Context: an optimization exercise on an open-source flow, tuned for small area. The choices shown serve that exercise and are no tape-out recipe. Function not checked in this run: the RTL went through the layout flow alone.

**design/flow/flow/run.sh**
```bash
#!/bin/bash
# Own layout flow: the standard layout, with three changes.
#  - synthesis: the standard flow's synthesis script unchanged, except that the ABC call
#    uses an area-oriented script (flow/area.abc) instead of ORFS's speed
#    script; registers are mapped before ABC runs, so they are untouched.
#  - port buffers: buffer_ports uses sky130_fd_sc_hd__buf_1.
#  - CTS: no dummy loads.
set -euo pipefail
W=$(pwd)
cat > "$W/own_synth.tcl" <<TCL
proc abc {args} {
  set out {}
  set skip 0
  foreach a \$args {
    if {\$skip} { set skip 0; continue }
    if {\$a eq "-script" || \$a eq "-constr"} { set skip 1; continue }
    lappend out \$a
  }
  yosys abc -script $W/flow/area.abc {*}\$out
}
source $W/synth_recipe.tcl
TCL
sed "s#SYNTH_SCRIPT=[^ ]*synth_recipe.tcl#SYNTH_SCRIPT=$W/own_synth.tcl#" standard.sh > own_standard.sh
grep -q own_synth.tcl own_standard.sh
export BUFFER_PORTS_ARGS="-buffer_cell sky130_fd_sc_hd__buf_1"
export CTS_ARGS="-sink_clustering_enable -repair_clock_nets -dont_use_dummy_load -buf_list sky130_fd_sc_hd__clkbuf_8 -sink_clustering_size 14 -sink_clustering_max_diameter 80"
bash own_standard.sh > "$W/flow_make.log" 2>&1
```
**design/flow/flow/area.abc**
```
strash
&get -n
&fraig -x
&put
scorr
dc2
strash
&get -n
&dch -f
&nf -R 1000
&put
strash
&get -n
&dch -f
&nf -R 1000
&put
```
**design/flow/standard.sh**
```bash
#!/bin/bash
# synth_recipe.tcl (not shown) runs the flow's synth.tcl, then flattens the netlist and writes it again
# the make line also repeats each setting of config.mk as NAME=value (left out here)
make -C /OpenROAD-flow-scripts/flow DESIGN_CONFIG=/design/flow/config.mk WORK_HOME=/design/flow/orfs CLKGATE_MAP_FILE= SYNTH_SCRIPT=/design/flow/synth_recipe.tcl "${@:-finish}"
```
**design/flow/config.mk**
```make
export PLATFORM = sky130hd
export DESIGN_NAME = pcal_engine
export DESIGN_NICKNAME = pcal_engine
export VERILOG_FILES = /design/flow/design.v
export SDC_FILE = /design/flow/constraint.sdc
export NUM_CORES = 4
export LEC_CHECK = 0
export CAP_MARGIN = 20
export CORE_MARGIN = 2
export CORE_UTILIZATION = 40
export PLACE_DENSITY = 0.6
export SLEW_MARGIN = 20
```
**design/flow/constraint.sdc**
```tcl
create_clock -name core_clock -period 8.0 [get_ports {clk}]
set_input_delay 1.6000 -clock core_clock [delete_from_list [all_inputs] [get_ports {clk}]]
set_output_delay 1.6000 -clock core_clock [all_outputs]
set_load 0.01 [all_outputs]
```
**design/flow/design.v**
```verilog
module pcal_engine (
    input  wire        clk,
    input  wire        rst,
    input  wire [7:0]  cfg_addr,
    input  wire [1:0]  cfg_forced,
    input  wire [7:0]  cfg_retries,
    input  wire        cfg_pin_hook,
    input  wire        cmd_valid,
    output wire        cmd_ready,
    input  wire [31:0] cmd_data,
    output wire        rsp_valid,
    output wire        rsp_ok,
    output wire [15:0] rsp_value,
    output wire        tr_valid,
    output wire [1:0]  tr_kind,
    output wire [6:0]  tr_dev,
    output wire [7:0]  tr_reg,
    output wire [7:0]  tr_wdata,
    input  wire        tr_done,
    input  wire        tr_ok,
    input  wire [7:0]  tr_rdata,
    output wire        evt_valid,
    output wire        evt_global,
    output wire [7:0]  evt_id,
    output wire [3:0]  evt_pin,
    output wire        evt_state,
    output wire [15:0] evt_status
);
    localparam [4:0] S_CLR  = 5'd0,  S_IDLE = 5'd1,  S_LIST = 5'd2,  S_EXEC = 5'd3,
                     S_HPIN = 5'd4,  S_HINI = 5'd5,  S_DOF  = 5'd6,  S_DET0 = 5'd7,
                     S_DET1 = 5'd8,  S_DET2 = 5'd9,  S_POST = 5'd10, S_GATE = 5'd11,
                     S_LR   = 5'd12, S_LW   = 5'd13, S_RST  = 5'd14, S_ANS  = 5'd15,
                     S_CBW  = 5'd17, S_HX   = 5'd18, S_EVG  = 5'd19,
                     S_EVW  = 5'd20, S_EVP  = 5'd21, S_RESP = 5'd22, S_RFL  = 5'd23,
                     S_HXW  = 5'd24, S_SNW  = 5'd25, S_SNP  = 5'd26;
    reg [2:0]  ab;           
    reg [7:0]  retries;
    reg [1:0]  forced;
    reg        hook;
    reg [4:0]  err;          
    reg [1:0]  variant;
    reg        init;
    reg [15:0] snr;          
    reg [7:0]  gcb;
    reg [7:0]  cid [0:15];   
    reg [1:0]  ced [0:15];   
    reg [3:0]  pos;
    reg [4:0]  state;
    reg [6:0]  op;
    reg        bad, pinbad;
    reg [3:0]  pn;
    reg [31:0] X;
    reg [15:0] M;
    reg [7:0]  att;
    reg        t6;
    reg [3:0]  tl;
    reg [1:0]  s;
    wire [7:0] B0 = X[7:0], B1 = X[15:8], B2 = X[23:16], B3 = X[31:24];
    wire [15:0] stv  = {B2, B0};
    wire [15:0] curv = {B3, B1};
    wire        cur_b = curv[pos];
    wire o_init   = op == 7'h01, o_detect = op == 7'h02, o_setret = op == 7'h03,
         o_geterr = op == 7'h04, o_clrerr = op == 7'h05, o_getvar = op == 7'h06,
         o_hasext = op == 7'h07, o_getadr = op == 7'h08, o_chaddr = op == 7'h09,
         o_rdpin  = op == 7'h13, o_rdpinl = op == 7'h14, o_tgl    = op == 7'h17,
         o_rstdef = op == 7'h1B, o_drvl   = op == 7'h27, o_drvget = op == 7'h28,
         o_intcfg = op == 7'h2C, o_intcfl = op == 7'h2D, o_intmsk = op == 7'h2E,
         o_intst  = op == 7'h2F, o_omode  = op == 7'h30, o_cbreg  = op == 7'h40,
         o_cbunrg = op == 7'h41, o_cbglob = op == 7'h42, o_handle = op == 7'h43;
    wire o_drv    = (op == 7'h26) || o_drvl;
    wire drvmode  = o_drv || o_drvget;
    wire gated    = (op[6:4] == 3'd2) || o_omode;
    wire lo_std   = (op[6:4] == 3'd1) && (op[3:0] <= 4'hB);     
    wire a_init   = o_init || lo_std || gated || o_cbreg || o_handle;
    wire a_pins   = ((op[6:4] == 3'd1) && !(op == 7'h11 || op == 7'h19 || o_rstdef)) ||
                    ((op[6:4] == 3'd2) && !(op == 7'h21 || op == 7'h24 || op == 7'h2A ||
                                            o_intmsk || o_intst)) ||
                    o_cbreg || o_cbunrg;
    wire c_rf     = (a_init && !o_init && !o_rstdef && !o_intmsk && !o_omode);
    wire c_wf     = (lo_std || gated) && !o_rdpin && !o_rdpinl && !o_drvget && !o_intst;
    wire pmod     = (op == 7'h10) || (op == 7'h15) || o_tgl || (op == 7'h18) ||
                    (op == 7'h20) || (op == 7'h23) || (op == 7'h29) || o_intcfg;
    wire merge    = (op == 7'h11) || (op == 7'h12) || (op == 7'h16) || (op == 7'h19) ||
                    (op == 7'h1A) || (op == 7'h21) || (op == 7'h22) || (op == 7'h24) ||
                    (op == 7'h25) || (op == 7'h2A) || (op == 7'h2B) || o_intcfl;
    wire pair_odd = (o_handle && !t6) || o_cbreg;
    wire pfmt     = pmod || o_rdpin || o_drvget || (op == 7'h26);
    wire mfmt     = (op == 7'h11) || (op == 7'h19) || (op == 7'h21) || (op == 7'h24) ||
                    (op == 7'h2A);
    wire rdop     = o_rdpin || o_rdpinl || o_drvget;
    wire valop    = o_geterr || o_getvar || o_hasext || o_getadr || o_detect || rdop ||
                    o_intst || o_handle;
    wire [7:0] ho = cmd_data[31:24];
    wire z23_16 = cmd_data[23:16] == 8'd0;
    wire z15_8  = cmd_data[15:8] == 8'd0;
    wire z7_2   = cmd_data[7:2] == 6'd0;
    wire z23_8  = z23_16 && z15_8;
    wire z23_0  = z23_8 && z7_2 && (cmd_data[1:0] == 2'd0);
    wire z15_2  = z15_8 && z7_2;
    reg  h_legal, h_list, h_p, h_m, h_n;
    always @(*) begin
        h_legal = 1'b0; h_list = 1'b0; h_p = 1'b0; h_m = 1'b0; h_n = 1'b0;
        case (ho)
            8'h01, 8'h02, 8'h04, 8'h06, 8'h07, 8'h08, 8'h1B, 8'h2F, 8'h43:
                begin h_legal = z23_0; h_n = 1'b1; end
            8'h03, 8'h09, 8'h42:
                begin h_legal = z23_8; h_n = 1'b1; end
            8'h05, 8'h2E:
                begin h_legal = z23_16; h_n = 1'b1; end
            8'h10, 8'h15, 8'h18, 8'h20, 8'h23, 8'h29, 8'h2C:
                begin h_legal = z15_2 && !cmd_data[1]; h_p = 1'b1; end
            8'h13, 8'h17, 8'h28, 8'h41:
                begin h_legal = z15_2 && (cmd_data[1:0] == 2'd0); h_p = 1'b1; end
            8'h26:
                begin h_legal = z15_2; h_p = 1'b1; end
            8'h11, 8'h19, 8'h21, 8'h24, 8'h2A:
                begin h_legal = (cmd_data[23:17] == 7'd0); h_m = 1'b1; end
            8'h12, 8'h14, 8'h16, 8'h1A, 8'h22, 8'h25, 8'h27, 8'h2B, 8'h2D:
                begin h_legal = z23_8; h_list = 1'b1; end
            8'h30:
                begin h_legal = z23_8 && z7_2; h_n = 1'b1; end
            8'h40:
                begin h_legal = z7_2 && !z15_8 && (cmd_data[1:0] != 2'd3); h_n = 1'b1; end
            default: h_n = 1'b1;
        endcase
    end
    reg [4:0] bsel;
    always @(*) begin
        case (ho)
            8'h10, 8'h11, 8'h12:          bsel = 5'b0_0110;    
            8'h15, 8'h16, 8'h17:          bsel = 5'b0_0010;    
            8'h18, 8'h19, 8'h1A:          bsel = 5'b0_0100;    
            8'h1B:                        bsel = 5'b0_0010;    
            8'h20, 8'h21, 8'h22:          bsel = 5'b1_0110;    
            8'h23, 8'h24, 8'h25:          bsel = 5'b1_1000;    
            8'h29, 8'h2A, 8'h2B:          bsel = 5'b1_0100;    
            8'h2C, 8'h2D, 8'h2E:          bsel = 5'b1_1010;    
            8'h2F, 8'h43:                 bsel = 5'b1_1100;    
            8'h30:                        bsel = 5'b1_1111;    
            8'h26, 8'h27, 8'h28:          bsel = 5'b1_0000;    
            default:                      bsel = 5'b0_0000;    
        endcase
    end
    wire h_rdread = (ho == 8'h13) || (ho == 8'h28);
    wire h_tgl    = (ho == 8'h17);
    wire h_drv    = (ho == 8'h26);
    wire h_inv    = (ho == 8'h2C);
    wire e_legal = (cmd_data[31:16] == 16'd0) && z7_2 &&
                   (o_drvl || (o_rdpinl ? (cmd_data[1:0] == 2'd0) : !cmd_data[1]));
    wire        s_list = (state == S_LIST);
    wire        s_hx = (state == S_HX);
    wire [3:0]  dpin = s_list ? cmd_data[11:8] : (s_hx ? pos : pn);
    wire [1:0]  ev   = s_list ? cmd_data[1:0] : (s_hx ? {1'b0, cur_b ^ snr[0]} : X[1:0]);
    wire [15:0] dec  = 16'd1 << dpin;
    reg [15:0] Me;
    reg [31:0] Xe;
    integer k;
    always @(*) begin
        for (k = 0; k < 16; k = k + 1)
            Me[k] = dec[k] ? !o_tgl : M[k];
        for (k = 0; k < 32; k = k + 1) begin
            Xe[k] = X[k];
            if (drvmode) begin
                if (dec[k >> 1]) Xe[k] = ev[k & 1];
            end else if (!k[3]) begin
                if (dec[(k & 7) + ((k & 16) >> 1)]) Xe[k] = ev[0] ^ (o_intcfl || o_intcfg);
            end
        end
    end
    wire s_loop = (state == S_LR) || (state == S_LW);
    reg  act;
    always @(*) begin
        if (o_drv)                          act = |M[3:0];
        else if (o_drvget)                  act = (s == pn[3:2]);
        else if (pmod || o_rdpin)           act = (s == {pn[3], 1'b0});
        else if (o_omode)                   act = (s == 2'd0);
        else                                act = (s[0] == pair_odd);
    end
    wire       s_det = (state == S_DET0) || (state == S_DET1) || (state == S_DET2);
    wire       s_wr  = (state == S_LW) || (state == S_RST);
    wire [1:0] lowb  = drvmode ? s : {tl[1], s[1] | tl[0]};
    assign tr_valid = (state == S_HPIN) || (state == S_HINI) || s_det ||
                      (state == S_RST) || (s_loop && act);
    assign tr_kind  = (state == S_HPIN) ? 2'd3 : (state == S_HINI) ? 2'd2 :
                      s_wr ? 2'd1 : 2'd0;
    wire s_idle = (state == S_IDLE), s_clr = (state == S_CLR), s_rfl = (state == S_RFL);
    assign tr_dev   = {s_idle, !s_idle, s_list, s_clr, ab};
    assign tr_reg   = s_det ? {1'b0, state == S_DET1, 6'd0} :
                      {s_rfl, t6, s_hx, (state == S_EVP), tl[3:2], s_loop ? lowb : tl[1:0]};
    wire [7:0] tmask = o_tgl ? (8'd1 << pn[2:0]) : 8'd0;
    wire       rsc   = !((tl[3:1] == 3'b010) || (tl == 4'hF));
    assign tr_wdata = (state == S_HPIN) ? {5'd0, ab} :
                      (state == S_RST)  ? {8{rsc}} : (B0 ^ tmask);
    wire hook_k = (state == S_HPIN) || (state == S_HINI);
    wire fin    = tr_valid && tr_done && (hook_k || tr_ok || s_det || (att == 8'd0));
    reg [7:0] keep;
    always @(*)
        for (k = 0; k < 8; k = k + 1)
            keep[k] = (drvmode ? M[k >> 1] : M[k]) ^ rdop;
    wire       vm  = !rdop && !(mfmt && !pn[0]);
    wire [7:0] mrg = (state == S_LR && act) ? ((keep & B0 & {8{vm}}) | (~keep & tr_rdata)) : B0;
    reg a0, a1;
    always @(*) begin
        a0 = 1'b0; a1 = 1'b0;
        for (k = 0; k < 16; k = k + 1) begin
            a0 = a0 | X[2*k];
            a1 = a1 | X[2*k+1];
        end
    end
    wire [1:0] hed   = ced[0];
    wire       chg   = snr[0] ^ cur_b;
    wire       fire  = stv[pos] && chg &&
                       ((hed == 2'd2) || ((hed == 2'd0) && cur_b) || ((hed == 2'd1) && !cur_b));
    assign cmd_ready  = (state == S_IDLE) || (state == S_LIST);
    assign rsp_valid  = (state == S_RESP) || (state == S_RFL);
    assign rsp_ok     = (state == S_RESP);
    assign rsp_value  = stv & {16{valop && (state == S_RESP)}};
    assign evt_valid  = ((state == S_EVG) && (gcb != 8'd0)) || ((state == S_EVP) && fire);
    assign evt_global = (state == S_EVG);
    assign evt_id     = (state == S_EVG) ? gcb : cid[0];
    assign evt_pin    = pos;
    assign evt_state  = cur_b;
    assign evt_status = stv;
    wire ring_wr = (state == S_CLR) || ((state == S_CBW) && (pos == pn));
    wire snap_wr = (state == S_CLR) || (state == S_SNP) || (state == S_EVP);
    wire [1:0] ring_ed = B0[1:0] | {2{(state == S_CLR) || o_cbunrg}};
    integer i;
    always @(posedge clk) begin
        for (i = 0; i < 15; i = i + 1) begin
            cid[i] <= cid[i + 1];
            ced[i] <= ced[i + 1];
        end
        cid[15] <= ring_wr ? B2 : cid[0];
        ced[15] <= ring_wr ? ring_ed : ced[0];
        snr     <= {snap_wr ? (cur_b && (state != S_CLR)) : snr[0], snr[15:1]};
        pos     <= rst ? 4'd0 : pos + 4'd1;
    end
    wire [7:0] caddr = (cfg_addr < 8'h20) ? 8'h20 : (cfg_addr > 8'h27) ? 8'h27 : cfg_addr;
    wire [4:0] clrset = {1'b0, gated, c_wf, c_rf, a_pins};
    always @(posedge clk) begin
        if (rst) begin
            ab      <= caddr[2:0];
            retries <= cfg_retries;
            forced  <= cfg_forced;
            hook    <= cfg_pin_hook;
            err     <= 5'd0;
            variant <= 2'd0;
            init    <= 1'b0;
            gcb     <= 8'd0;
            state   <= S_CLR;
        end else begin
            case (state)
            S_CLR: if (pos == 4'd15) state <= S_IDLE;
            S_IDLE: if (cmd_valid) begin
                op     <= cmd_data[30:24];
                bad    <= !h_legal || cmd_data[31];
                pinbad <= |cmd_data[23:20];
                pn     <= cmd_data[19:16];
                t6     <= bsel[4];
                tl     <= bsel[3:0];
                att    <= cmd_data[7:0];
                M <= h_m ? cmd_data[15:0] : 16'd0;
                X <= {cmd_data[15:8], cmd_data[15:8], cmd_data[7:0], cmd_data[7:0]};
                state <= (h_list && (cmd_data[7:0] != 8'd0)) ? S_LIST : S_EXEC;
            end
            S_LIST: if (cmd_valid) begin
                M <= Me;
                X <= Xe;
                if (!e_legal)          bad    <= 1'b1;
                if (|cmd_data[15:12])  pinbad <= 1'b1;
                att <= att - 8'd1;
                if (att == 8'd1) state <= S_EXEC;
            end
            S_EXEC: begin
                att <= retries;
                if (pfmt) begin
                    M <= Me;
                    X <= Xe;
                end
                if (bad) begin
                    state <= S_RFL;
                end else if (a_pins && pinbad) begin
                    err[0] <= 1'b1;
                    state <= S_RFL;
                end else if (o_chaddr) begin
                    if (B0[7:3] != 5'b00100) begin
                        err[4] <= 1'b1;
                        state <= S_RFL;
                    end else begin
                        err[4]  <= 1'b0;
                        ab      <= B0[2:0];
                        init    <= 1'b0;
                        variant <= 2'd0;
                        state   <= hook ? S_HPIN : S_HINI;
                    end
                end else if (o_detect && init) begin
                    state <= S_DOF;
                end else if ((a_init || o_detect) && !init) begin
                    state <= hook ? S_HPIN : S_HINI;
                end else begin
                    state <= S_GATE;
                end
            end
            S_HPIN: begin
                if (tr_done) att <= retries;
                if (fin) state <= S_HINI;
            end
            S_HINI: if (fin) begin
                att <= retries;
                if (tr_ok) state <= S_DOF;
                else begin state <= S_RFL; end
            end
            S_DOF: begin
                if (forced != 2'd0) begin
                    variant <= forced;
                    state   <= S_POST;
                end else
                    state   <= S_DET0;
            end
            S_DET0: if (fin) begin
                att <= retries;
                err[1] <= !tr_ok;
                if (tr_ok) state <= S_DET1;
                else begin variant <= 2'd0; state <= S_POST; end
            end
            S_DET1: if (fin) begin
                att <= retries;
                err[1] <= !tr_ok;
                variant <= tr_ok ? 2'd2 : 2'd1;
                state   <= S_DET2;
            end
            S_DET2: if (fin) begin
                att <= retries;
                err[1] <= !tr_ok;
                if (!tr_ok) variant <= 2'd0;
                state <= S_POST;
            end
            S_POST: begin
                init <= 1'b1;
                if (o_detect) begin
                    X[1:0] <= variant;
                    state <= (variant != 2'd0) ? S_RESP : S_RFL;
                end else if (o_init || o_chaddr) begin
                    state <= S_RESP;
                end else
                    state <= S_GATE;
            end
            S_GATE: begin
                if (gated && variant != 2'd2) begin
                    err[3] <= 1'b1;
                    state <= S_RFL;
                end else begin
                    err <= err & ~clrset;
                    s   <= 2'd0;
                    if (o_handle && variant != 2'd2) begin t6 <= 1'b0; tl <= 4'd0; end
                    if (pmod || merge || o_rdpin || o_rdpinl || o_drvget || o_intst ||
                        o_handle || o_drv)
                        state <= S_LR;
                    else if (o_intmsk || o_omode)
                        state <= S_LW;
                    else if (o_rstdef)
                        state <= S_RST;
                    else if (o_cbreg || o_cbunrg)
                        state <= S_CBW;
                    else begin
                        state <= S_RESP;
                        if (o_setret) retries <= B0;
                        if (o_geterr) X[5:0] <= {err[4:1], 1'b0, err[0]};
                        if (o_clrerr) err <= err & ~{B0[5:2], B0[0]};
                        if (o_getvar) X[1:0] <= variant;
                        if (o_hasext) X[0] <= (variant == 2'd2);
                        if (o_getadr) X[6:0] <= {4'b0100, ab};
                        if (o_cbglob) gcb <= B0;
                    end
                end
            end
            S_LR: if (act && tr_done && !fin) att <= att - 8'd1;
            else if (!act || fin) begin
                if (act) begin att <= retries; err[1] <= !tr_ok; end
                if (act && !tr_ok) begin
                    state <= S_RFL;
                end else begin
                    X <= {mrg, X[31:8]};
                    M <= {M[3:0], M[15:4]};
                    s <= s + 2'd1;
                    if (s == 2'd3) begin
                        if (pmod || merge || o_drv)
                            state <= S_LW;
                        else if (o_rdpin || o_drvget)
                            state <= S_ANS;
                        else if (o_handle) begin
                            if (t6) begin t6 <= 1'b0; tl <= 4'd0; end
                            else state <= (variant == 2'd2) ? S_EVG : S_HXW;
                        end else if (o_cbreg)
                            state <= S_SNW;
                        else
                            state <= S_RESP;     
                    end
                end
            end
            S_LW: if (act && tr_done && !fin) att <= att - 8'd1;
            else if (!act || fin) begin
                if (act) begin att <= retries; err[2] <= !tr_ok; end
                if (act && !tr_ok) begin
                    state <= S_RFL;
                end else begin
                    X <= {X[7:0], X[31:8]};
                    M <= {M[3:0], M[15:4]};
                    s <= s + 2'd1;
                    if (s == 2'd3) state <= S_RESP;
                end
            end
            S_ANS: begin
                X[7:0]   <= {6'd0, a1 && o_drvget, o_drvget ? a0 : (a0 || a1)};
                X[23:16] <= 8'd0;
                state    <= S_RESP;
            end
            S_RST: if (tr_done && !fin) att <= att - 8'd1;
            else if (fin) begin
                att <= retries; err[2] <= !tr_ok;
                if (!tr_ok) begin
                    state <= S_RFL;
                end else if ((!t6 && tl == 4'd7 && variant != 2'd2) || (t6 && tl == 4'hF)) begin
                    state <= S_RESP;
                end else if (!t6 && tl == 4'd7) begin
                    t6 <= 1'b1; tl <= 4'd0;
                end else if (tl == 4'hB) begin
                    tl <= 4'hF;
                end else
                    tl <= tl + 4'd1;
            end
            S_CBW: if (pos == pn) begin
                if (o_cbreg)
                    state <= S_LR;
                else
                    state <= S_RESP;
            end
            S_HXW: if (pos == 4'd15) state <= S_HX;
            S_HX: begin
                X <= Xe;
                if (pos == 4'd15) state <= S_EVG;
            end
            S_SNW: if (pos == 4'd15) state <= S_SNP;
            S_SNP: if (pos == 4'd15) state <= S_RESP;
            S_EVG: state <= S_EVW;
            S_EVW: if (pos == 4'd15) state <= S_EVP;
            S_EVP: if (pos == 4'd15) state <= S_RESP;
            S_RESP: state <= S_IDLE;
            S_RFL: state <= S_IDLE;
            default: state <= S_IDLE;
            endcase
        end
    end
endmodule
```
==> impl_metrics.toml <==
[run_status]
status = "no timing/DRC/antenna violations"

[detailed_routing]
wl_um = 48100
dr.first_iter.drc_count = 1331
routedWlPerCell_um = 25.1
ant_nets = 0
drt_pre_antenna_iters = 5
vias_per_cell = 6.14
vias = 11800
drc_errors = 0

[cells_and_area]
drive_above_1_share = 0.0388
fillers = 3117
post-route-util = 0.457
final_cell_area_sq_um = 14100
finalNonFillerCells = 1917
layout.nets = 1594
area_growth_pct = 12.1
diodes = 0

[global_route]
antenna_found_initial = 1
globalRoute.totalOverflow = 0
track_usage = 0.286
grt_max_degree = 51
grt_pass1_wl_um = 71100
grt_pass1_vias = 11200

[logic_synthesis]
ys.flop_type = "dfxtp_1"
synth_top_area_frac = 0.321
yosys-top-cells-count = "220 x nand2_1, 201 x dfxtp_1, 148 x nor2_1"
avgSynthCellArea_sq_um = 9.37
seq_area_frac_synth = 0.536
synth_top_cell_by_area = "dfxtp_1"
synth.most_common_cell = "nand2_1"
synthCells = 1339
synth-edff-count = 90
ys_ff_latch = 291
yosysWarnings = 3
synth_area_sq_um = 12500
syn_nets = 1410
synth_area_leaders = "dfxtp_1 32%, edfxtp_1 22%, nand2_1 6.6%"
synthArstFlopShare = 0
synth.distinct_cells = 56

[placement]
portBuffers = 139
dp_slack_ns = 3.07
placed_cells = 1892
postPlaceCellArea_sq_um = 13700
place.gp.congestion = 0.982
hpwl_um = 36100

[power_and_ir_drop]
power_density_nw_per_um2 = 290
p_leak_nw = 5.09
vdd_drop_max_v = 0.000124
power_mw = 4.07

[timing]
layout_min_cycle_time_ns = 5.67
grt_setup_unrepaired = "false"
fin_hold_ws_ns = 0.327
worst_slew_pin_slew_ns = 0.967
skew_ns = 0.0392
max_slew_margin = 0.353
hold_viol = 0
fin_ws_ns = 2.33
finalSetupViolations = 0
post-route-period-util = 0.709
timing.setup.tns_ns = 0
timing.fmax_ghz = 0.176
slew_viol_final = 0

[critical_path]
critPathMaxFanout = 16
required_ns = 6.40
critPathCaptureType = "output port"
cp-start-kind = "flip-flop"
critPathKind = "reg2out"
critPathArrivalTime_ns = 4.07

[floorplanning]
core.rowCount = 64
die_h_um = 181
io_pins = 140
die-area_sq_um = 32800
core_sq_um = 30700
die-width_um = 181
initial_core_util = 0.408

[clocking]
postCtsSetupRepairBufs = 0
cts_tree = "built"
clock-sinks = 291
htree_levels = 1
cts_hold_buf = 0
cts_buffers = 25
clk_pin_slew_ns = 0.09
clockRootBuffer = "clkbuf_8"
cts_resized = 0
clock_path_buffers = 3
clk-insertion-delay-late_ns = 0.60

[worst_hold_path]
hold_path.class = "reg2reg"

[flow_run]
max_cap_viol_count = 0
[sequential cells by signal (all words and copies together), names as in the netlist, 2 cells and up]
register  count
X            32
ab            3
ced          32
forced        2
gcb           8
s             2
tl            4
cid         128
retries       8
variant       2
err           5
pn            4
state         5
pos           4
snr          16
att           8
M            16
op            7
[layer usage]
| metal | wire length [um] | GRT usage | share of wire |
|---|---|---|---|
| met1 | 20500 | 0.405 | 0.43 |
| met5 | 0 | 0 | 0 |
| met4 | 1800 | 0.100 | 0.037 |
| met2 | 20700 | 0.437 | 0.43 |
| met3 | 5060 | 0.0574 | 0.11 |
[cells by family (layout without fill, tap and decap cells)]
kind of cell | Yosys count | count (layout) | share of synthesized area
buffers and inverters | 19 | 201 | 0.00658
AOI/OAI and AO/OA | 306 | 306 | 0.154
muxes | 27 | 27 | 0.0308
adders and majority gates | 8 | 8 | 0.00778
xor gates and xnor gates | 34 | 34 | 0.0237
DFF | 291 | 291 | 0.536
and+or+nand+nor | 654 | 654 | 0.241
[worst paths after layout]
path / startpoint / endpoint / slack (ns) / cells after the start
hold reg to reg: cid[9][4]$_DFF_P_ / cid[8][4]$_DFF_P_ / 0.33 / 0
hold / removal: cid[9][4]$_DFF_P_ / cid[8][4]$_DFF_P_ / 0.33 / 0
setup / recovery: op[3]$_DFFE_PP_ / tr_valid / 2.33 / 13
setup reg to reg: op[3]$_DFFE_PP_ / X[2]$_DFFE_PP_ / 3.05 / 18
[cell type report]
cell class | instances | area, sq um | area share
Sequential cell | 291 | 6730 | 0.478
Multi-Input combinational cell | 1029 | 5750 | 0.409
Timing Repair Buffer | 160 | 681 | 0.0484
Tap cell | 396 | 495 | 0.0352
Clock buffer | 25 | 344 | 0.0245
Inverter | 16 | 60.1 | 0.00427
[placed cells by master, fill, tap and decap left out, drive strengths merged, types with 6 or more instances in the layout]
| cell | count |
|---|---|
| a22oi | 24 |
| xnor2 | 20 |
| o2111ai | 6 |
| nand4 | 12 |
| and2 | 28 |
| nor2 | 148 |
| mux2i | 6 |
| ha | 7 |
| nor2b | 18 |
| xor2 | 14 |
| a221o | 17 |
| dfxtp | 201 |
| or4 | 6 |
| nand3 | 79 |
| nand2 | 220 |
| a31oi | 7 |
| nor4 | 30 |
| o31ai | 7 |
| buf | 159 |
| mux4 | 8 |
| or2 | 6 |
| a211oi | 15 |
| o21ai | 72 |
| mux2 | 13 |
| edfxtp | 90 |
| clkbuf | 26 |
| a21o | 6 |
| a32oi | 6 |
| nand2b | 23 |
| clkinv | 16 |
| o211ai | 7 |
| a21oi | 104 |
| nor3 | 64 |
| or3 | 6 |
| o22ai | 6 |
[worst max-delay path: stages (launching register included)]
cell	delay [ns]
edfxtp_1	0.62
nor2_1	0.37
nand3_1	0.23
nor2_1	0.46
a21oi_1	0.17
xnor2_1	0.15
mux2i_1	0.15
nand2_1	0.07
o211ai_1	0.10
o311ai_0	0.16
o21ai_0	0.26
or2_0	0.28
nand4b_1	0.27
buf_1	0.21
[power by group]
group          total, mW  internal (mW)  switching, mW
logic               1.04          0.339          0.697
registers           2.29           2.03          0.256
clock network      0.746          0.278          0.468

port drivers added, routing unchanged:
The results above use ideal ports. As a check the final layout listed here was re-extracted and re-timed, cells and wires unchanged.
Step 1: set_driving_cell puts a clkbuf_16 on clk and a buf_2 on each other input, an assumption about the parent block.
Step 2 times the ports against the registers' clock, not the clock port: input delays grow and output delays shrink by t, the midpoint of the rising clock arrivals with the driver on.
Slacks: ideal ports / drivers / drivers and shift; pairs: ideal ports / drivers.
t (ns): 0.628
setup slack, ns: 2.326 / 2.280 / 2.908
worst hold slack (ns): 0.327 / 0.327 / 0.327
After both steps setup and hold are still met in this run. For this run, drivers alone change the setup slack by -0.046 ns; drivers and shift together by +0.582 ns.
